What follows belongs to an exercise in optimizing a design on an open flow for small area, a short achievable clock period and few clock cycles per item; a production flow would make more cautious choices. Only simulation tests tie the RTL to the original design; equivalence was not proved. Power and IR drop assume default switching activity.

--- config.mk ---
export PLATFORM = sky130hd
export DESIGN_NAME = lora_rx_decoder
export DESIGN_NICKNAME = lora_rx_decoder
export VERILOG_FILES = /design/flow/design.v
export SDC_FILE = /design/flow/constraint.sdc
export NUM_CORES = 4
export LEC_CHECK = 0
export CAP_MARGIN = 20
export CORE_MARGIN = 2
export CORE_UTILIZATION = 40
export SLEW_MARGIN = 20
--- constraint.sdc ---
create_clock -name core_clock -period 9.0 [get_ports {clk}]
set_input_delay 1.8000 -clock core_clock [delete_from_list [all_inputs] [get_ports {clk}]]
set_output_delay 1.8000 -clock core_clock [all_outputs]
set_load 0.01 [all_outputs]
--- design.v ---
module lora_rx_decoder (
    input  wire        clk,
    input  wire        rst,           
    input  wire        start,
    input  wire [3:0]  cfg_sf,        
    input  wire [3:0]  cfg_ppm,       
    input  wire [2:0]  cfg_rdd,       
    input  wire        cfg_explicit,  
    input  wire        sym_valid,
    output wire        sym_ready,
    input  wire [15:0] sym_data,
    output wire        out_valid,
    input  wire        out_ready,
    output wire [7:0]  out_data
);
    localparam [63:0] SEED0_N = 64'h6572D100E85C2EFF;
    localparam [63:0] SEED1_N = 64'hE85C2EFFFFFFFFFF;
    localparam [63:0] SEED0_1 = 64'h05121100F8ECFEEF;
    localparam [63:0] SEED1_1 = 64'hF8ECFEEFEFEFEFEF;
    localparam [2:0] S_IDLE  = 3'd0,
                     S_LOAD  = 3'd1,
                     S_DEINT = 3'd2,
                     S_SKIP  = 3'd3,
                     S_OUT   = 3'd4;
    reg  [2:0]  state;
    reg  [3:0]  sf;
    reg  [3:0]  ppm;
    reg  [2:0]  rdd;
    reg         expl;
    reg         header;               
    reg  [11:0] symbuf [0:7];         
    reg  [7:0]  cwbuf  [0:11];        
    reg  [3:0]  idx;                  
    reg  [3:0]  skip_cnt;
    reg  [63:0] wr0, wr1;
    reg         widx;
    function [63:0] lfsr_step(input [63:0] r);
        lfsr_step = {r[39:32] ^ r[31:24] ^ r[23:16] ^ r[7:0], r[63:8]};
    endfunction
    function [15:0] gray16(input [15:0] n);
        gray16 = n ^ (n >> 1);
    endfunction
    wire [3:0] cur_w     = header ? 4'd8 : (4'd4 + {1'b0, rdd});
    wire [2:0] cur_rdd   = header ? 3'd4 : rdd;
    wire [3:0] hdr_skip  = expl ? 4'd5 : 4'd0;
    wire [3:0] ppm_eff   = (cfg_ppm == 4'd0) ? cfg_sf : cfg_ppm;
    wire [3:0]  sh       = sf - ppm;
    wire [16:0] rnd      = (sh == 4'd0) ? 17'd0 : (17'd1 << (sh - 4'd1));
    wire [16:0] sum      = {1'b0, sym_data} + rnd;
    wire [16:0] shifted  = sum >> sh;
    wire [15:0] pmask    = (16'd1 << ppm) - 16'd1;
    wire [15:0] sym_t    = shifted[15:0] & pmask;
    wire [15:0] sym_g    = gray16(sym_t);
    reg [7:0] deint [0:11];
    integer j, k, t, m;
    always @* begin
        for (j = 0; j < 12; j = j + 1) begin
            deint[j] = 8'd0;
            for (k = 0; k < 8; k = k + 1) begin
                m = j - k;
                for (t = 0; t < 8; t = t + 1)
                    if (m < 0) m = m + ppm;
                if (k < cur_w && j < ppm)
                    deint[j][k] = symbuf[k][m];
            end
        end
    end
    wire [7:0] key      = widx ? wr1[7:0] : wr0[7:0];
    wire [7:0] wmask    = (cur_rdd == 3'd4) ? 8'hFF : ((8'd16 << cur_rdd) - 8'd1);
    wire       use_key  = !(header && (idx < hdr_skip));
    wire [7:0] cw_in    = cwbuf[idx];
    wire [7:0] cw       = (use_key ? (cw_in ^ (key & wmask)) : cw_in) & wmask;
    wire b0 = cw[0], b1 = cw[1], b2 = cw[2], b3 = cw[3];
    wire b4 = cw[4], b5 = cw[5], b6 = cw[6], b7 = cw[7];
    wire p0 = b0 ^ b1 ^ b2 ^ b4;
    wire p1 = b1 ^ b2 ^ b3 ^ b5;
    wire p2 = b0 ^ b1 ^ b3 ^ b6;
    wire p3 = b0 ^ b2 ^ b3 ^ b7;
    wire [3:0] s84 = {p3, p2, p1, p0};
    wire [2:0] s74 = {p2, p1, p0};
    reg [3:0] dec_d;
    reg       dec_e, dec_b;
    always @* begin
        dec_d = cw[3:0];
        dec_e = 1'b0;
        dec_b = 1'b0;
        case (cur_rdd)
            3'd1: dec_e = b4 ^ (b0 ^ b1 ^ b2 ^ b3);
            3'd2: dec_e = (b4 ^ (b0 ^ b1 ^ b2)) | (b5 ^ (b1 ^ b2 ^ b3));
            3'd3: begin
                dec_e = (s74 != 3'd0);
                case (s74)
                    3'd5: dec_d = cw[3:0] ^ 4'h1;
                    3'd7: dec_d = cw[3:0] ^ 4'h2;
                    3'd3: dec_d = cw[3:0] ^ 4'h4;
                    3'd6: dec_d = cw[3:0] ^ 4'h8;
                    default: ;
                endcase
            end
            3'd4: begin
                dec_e = (s84 != 4'd0);
                case (s84)
                    4'hD: dec_d = cw[3:0] ^ 4'h1;
                    4'h7: dec_d = cw[3:0] ^ 4'h2;
                    4'hB: dec_d = cw[3:0] ^ 4'h4;
                    4'hE: dec_d = cw[3:0] ^ 4'h8;
                    4'h0, 4'h1, 4'h2, 4'h4, 4'h8: ;
                    default: dec_b = 1'b1;
                endcase
            end
            default: ;
        endcase
    end
    assign out_data  = {2'b00, dec_b, dec_e, dec_d};
    assign out_valid = (state == S_OUT);
    assign sym_ready = (state == S_LOAD);
    integer i;
    always @(posedge clk) begin
        if (rst) begin
            state    <= S_IDLE;
            header   <= 1'b1;
            idx      <= 4'd0;
            skip_cnt <= 4'd0;
            wr0      <= SEED0_N;
            wr1      <= SEED1_N;
            widx     <= 1'b0;
        end else if (start) begin
            sf       <= cfg_sf;
            ppm      <= ppm_eff;
            rdd      <= cfg_rdd;
            expl     <= cfg_explicit;
            header   <= 1'b1;
            idx      <= 4'd0;
            skip_cnt <= 4'd0;
            wr0      <= SEED0_N;
            wr1      <= SEED1_N;
            widx     <= 1'b0;
            state    <= S_LOAD;
        end else begin
            case (state)
                S_LOAD: if (sym_valid) begin
                    symbuf[idx[2:0]] <= sym_g[11:0];
                    if (idx == cur_w - 4'd1) begin
                        idx   <= 4'd0;
                        state <= S_DEINT;
                    end else begin
                        idx <= idx + 4'd1;
                    end
                end
                S_DEINT: begin
                    for (i = 0; i < 12; i = i + 1)
                        cwbuf[i] <= deint[i];
                    state <= (skip_cnt != 4'd0) ? S_SKIP : S_OUT;
                end
                S_SKIP: begin
                    if (widx) wr1 <= lfsr_step(wr1);
                    else      wr0 <= lfsr_step(wr0);
                    widx     <= ~widx;
                    skip_cnt <= skip_cnt - 4'd1;
                    if (skip_cnt == 4'd1)
                        state <= S_OUT;
                end
                S_OUT: if (out_ready) begin
                    if (use_key) begin
                        if (widx) wr1 <= lfsr_step(wr1);
                        else      wr0 <= lfsr_step(wr0);
                        widx <= ~widx;
                    end
                    if (idx == ppm - 4'd1) begin
                        idx   <= 4'd0;
                        state <= S_LOAD;
                        if (header) begin
                            header   <= 1'b0;
                            skip_cnt <= ppm - hdr_skip;
                            widx     <= 1'b0;
                            if (rdd == 3'd1) begin
                                wr0 <= SEED0_1;
                                wr1 <= SEED1_1;
                            end else begin
                                wr0 <= SEED0_N;
                                wr1 <= SEED1_N;
                            end
                        end
                    end else begin
                        idx <= idx + 4'd1;
                    end
                end
                default: ;
            endcase
        end
    end
endmodule
--- run.sh ---
#!/bin/bash
# synth_recipe.tcl (not shown) runs the flow's synth.tcl, then flattens the netlist and writes it again
# the make line also repeats each setting of config.mk as NAME=value (left out here)
make -C /OpenROAD-flow-scripts/flow DESIGN_CONFIG=/design/flow/config.mk WORK_HOME=/design/flow/orfs CLKGATE_MAP_FILE= SYNTH_SCRIPT=/design/flow/synth_recipe.tcl finish
==> summary.txt <==
[metrics by stage]
stage          power [mW]  instance area [sq um]  instances
6_report             8.10                  40500       5463
3_5_place_dp         6.27                  38300       5345
2_1_floorplan        5.18                  36400       4191
4_1_cts              7.91                  39600       5411
3_3_place_gp         6.24                  38300       5345
5_1_grt              8.64                  40500       5463
[flip-flops by register name (all words and copies together) (netlist names), 4 cells and up]
signal / count
ppm: 4
skip_cnt: 4
cwbuf: 96
symbuf: 96
wr0: 64
idx: 4
wr1: 64
sf: 4
[worst max-delay path, delay by kind of cell (launching register included)]
family / cells / cell delay [ns]
compound gates: 11 / 2.93
xor+xnor: 1 / 0.14
fa+ha+maj: 8 / 2.56
buf+inv: 4 / 0.59
flops: 1 / 0.44
mux: 2 / 0.49
simple gates: 10 / 1.22
[cell families after synthesis]
family,count (synthesis),synth area share [%]
other,1,0.0105
AO/OA/AOI/OAI,1173,23.4
multiplexers,275,8.62
buffers and inverters,381,4.57
adder cells (fa/ha/maj),286,10.9
flip-flops,345,25.1
XOR/XNOR,299,7.72
AND/OR/NAND/NOR,1430,19.7
[Yosys cell counts, types with 44 or more instances]
| cell type | n |
|---|---|
| and3_1 | 56 |
| a21oi_1 | 260 |
| o21ai_0 | 178 |
| a22oi_1 | 49 |
| xor2_1 | 106 |
| nand2_1 | 460 |
| edfxtp_1 | 204 |
| o22ai_1 | 48 |
| a211oi_1 | 72 |
| a21o_1 | 79 |
| nand3_1 | 126 |
| and2_1 | 78 |
| dfxtp_1 | 141 |
| o211ai_1 | 52 |
| xnor2_1 | 181 |
| inv_1 | 171 |
| nor2b_1 | 79 |
| mux2i_1 | 165 |
| mux2_2 | 90 |
| nand2b_1 | 47 |
| ha_1 | 245 |
| nor3_1 | 78 |
| a31oi_1 | 44 |
| nor2_1 | 305 |
| clkbuf_1 | 118 |
[power groups by stage]
| stage | Sequential (mW) | Combinational [mW] | Clock [mW] |
|---|---|---|---|
| after floorplan | 1.86 | 3.33 | 0 |
| after global placement | 1.84 | 4.39 | 0 |
| after detailed placement | 1.85 | 4.42 | 0 |
| after CTS | 1.81 | 4.44 | 1.66 |
| after global routing | 1.81 | 5.11 | 1.72 |
| final | 1.81 | 4.65 | 1.64 |
[layout make-up]
| class | count | area (sq um) |
|---|---|---|
| multi-input cells | 3466 | 26100 |
| well taps | 1165 | 1460 |
| inverters | 184 | 702 |
| repair buffers | 237 | 1960 |
| fillers | 8603 | 47900 |
| flip-flops and latches | 345 | 8950 |
| clock inverters | 16 | 234 |
| clock buffers | 50 | 1060 |
[timing repair]
| action | in CTS | in global routing |
|---|---|---|
| endpoints found under the setup margin | 0 | 28 |
| gates resized for setup | 0 | 102 |
| setup buffers | 0 | 49 |
[placed cells by master, fill, tap and decap left out, drive strengths merged, types with 128 or more instances in the layout]
cell	instances
dfxtp	141
buf	196
mux2i	171
nand3	128
edfxtp	204
xnor2	188
o21ai	197
a21oi	272
nand2	461
ha	245
inv	178
nor2	309
[metal layers]
| metal | vias up | routed length (um) | part of all wire, % | global-route usage (%) |
|---|---|---|---|---|
| li1 | 15710 | - | - | - |
| met1 | 15702 | 51800 | 46 | 33.9 |
| met2 | 1118 | 51400 | 45 | 39.0 |
| met3 | 218 | 7140 | 6.3 | 2.69 |
| met4 | 0 | 3320 | 2.9 | 7.01 |
| met5 | - | 0 | 0 | 0 |
[how the worst min path moves through the flow]
stage / start / end / slack [ns] / cells past startpoint
after CTS: wr1[43]$_SDFFE_PP1P_ / wr1[35]$_SDFFE_PP1P_ / 0.47 / 2
final: wr1[43]$_SDFFE_PP1P_ / wr1[35]$_SDFFE_PP1P_ / 0.47 / 2
after global placement: wr1[14]$_SDFFE_PP1P_ / wr1[6]$_SDFFE_PP1P_ / 0.45 / 2
after global routing: wr1[45]$_SDFFE_PP1P_ / wr1[37]$_SDFFE_PP1P_ / 0.48 / 2
after detailed placement: wr1[43]$_SDFFE_PP1P_ / wr1[35]$_SDFFE_PP1P_ / 0.45 / 2
after floorplan: wr1[54]$_SDFFE_PP1P_ / wr1[54]$_SDFFE_PP1P_ / 0.44 / 2
==> run_results.csv <==
group,metric,value,unit
run_status,outcome,"complete, no violations",
power,internal_power,4.65,mW
timing,skew,0.0268,ns
clocking,hold_buffers,0,
global_route,overflow,0,
power,cellPowerDensity,200,nW/um^2
timing,final-max-slew-violation-count,0,
synth,yosysTopAreaCell,"edfxtp_1",
global_route,grt_usage,24.1,%
setup_path,r2r_setup_slack,0.44,ns
global_route,grt_max_degree,84,
clocking,cts-root-buf,"clkbuf_16",
die,start_util,40.3,%
layout,drive_gt1_share,15.1,%
synth,ys_seq_area_share,25.1,%
layout,fin_util,45.8,%
placed_design,gp_congestion,0.965,
timing,fmax,0.117,GHz
clocking,cts_sinks,345,
timing,setup_ws,0.444,ns
layout,syn2layout_area_growth,13.7,%
route,vias,32748,
route,first_pass_iters,9,
synth,ys_ff_latch,345,
setup_path,worstSetupPathType,"reg -> reg",
clocking,clk_latency,0.57,ns
setup_path,r2r_start,"ppm[1]$_DFFE_PP_",
die,dieWidth,302,um
setup_path,reg2reg_depth,36,
global_route,antenna_found_initial,0,
power,p_clk_share,20.2,%
setup_path,slowest_stage,"fa_1",
setup_path,r2r_end,"cwbuf[1][3]$_SDFFCE_PN0P_",
die,fp.dieH,302,um
synth,synth.top_cell.area_share,17.2,%
die,fp-row-count,109,
clocking,clock_path_buffers,3,
route,routed_wl,114000,um
setup_path,crit_arrival,8.94,ns
die,die_area,91400,sq um
timing,period_needed,8.56,ns
layout,antennaDiodeCount,0,
flow_run,maxCapViolCount,0,
min_path,hold_class,"reg -> reg",
clocking,numCtsBuffers,37,
timing,finalHoldViolCount,0,
synth,netlist_top_cells_area,"edfxtp_1 17%, ha_1 8.6%, dfxtp_1 7.9%",
setup_path,crit_path_end_kind,"flip-flop",
setup_path,start_kind,"flip-flop",
synth,yosysUniqueCellTypes,137,
timing,setup_viol,0,
timing,worstMarginPinSlew,1.10,ns
synth,syn_avg_cell_area,8.50,sq um
power,p_sw_share,42.6,%
timing,setup_tns,0,ns
power,comb_power_share,57.4,%
synth,synthFlopType,"edfxtp_1",
setup_path,worst-path-max-fanout,11,
synth,async_flop_share,0,%
power,seqPwrFrac,22.3,%
route,postRouteAntennaNets,0,
timing,whs,0.466,ns
setup_path,cp_data_required_time,9.39,ns
route,wl_per_cell,20.8,um
placed_design,pre_cts_ws,0.0319,ns
clocking,cts_tree,"yes",
synth,synth.cell_area,35600,sq um
power,power.switching,3.45,mW
placed_design,io_buffers,40,
route,drt-initial-drc-count,2847,
setup_path,setup.worst_path.end,"cwbuf[1][3]$_SDFFCE_PN0P_",
clocking,cts.reportedPaths.clkPinSlew,0.06,ns
placed_design,place_hpwl,84400,um
synth,synth_edf_count,204,
power,ir_drop,0.147,mV
setup_path,crit_top_cell,"ha_1",
route,drt-vias-per-instance,5.99,
global_route,grt_pass1_vias,30599,
timing,fin_crit_sh,95.1,%
route,drc,0,
die,pin_count,43,
power,leakage,15.7,nW
setup_path,max_stage_delay,0.47,ns
timing,max_slew_margin,26.6,%
global_route,grt_first_pass_wirelength,176000,um
die,core_area,88400,sq um
synth,ys_warn_count,3,
clocking,htree_levels,2,
layout,nets,4589,
synth,synthCells,4190,
setup_path,cp-startpoint,"ppm[1]$_DFFE_PP_",
Testbench counts, summed over its fixed seeds: cycles 13,064, bytes 6,173.

[afterwards: timing with drivers on the ports]
Ports are ideal in the flow. The routed layout listed here was re-timed in OpenROAD.
Step 1 assumes that a clkbuf_16 drives the clock port and a buf_2 every other input.
Step 2 also shifts input and output timing later by t, the mid clock arrival at the registers, as if the neighbouring blocks saw the same clock.
Three values: ideal, step 1, step 2; two values: the first two.
shift t [ns]: 0.623
slack for setup (ns): 0.444 / 0.444 / 0.444
worst register clock-pin slew, ns: 0.07 / 0.07
worst slew at a driven data input, ns: 0.05
After both steps setup and hold are still met in this run. For this run, drivers alone change the setup slack by 0.000 ns; drivers and shift together by 0.000 ns.
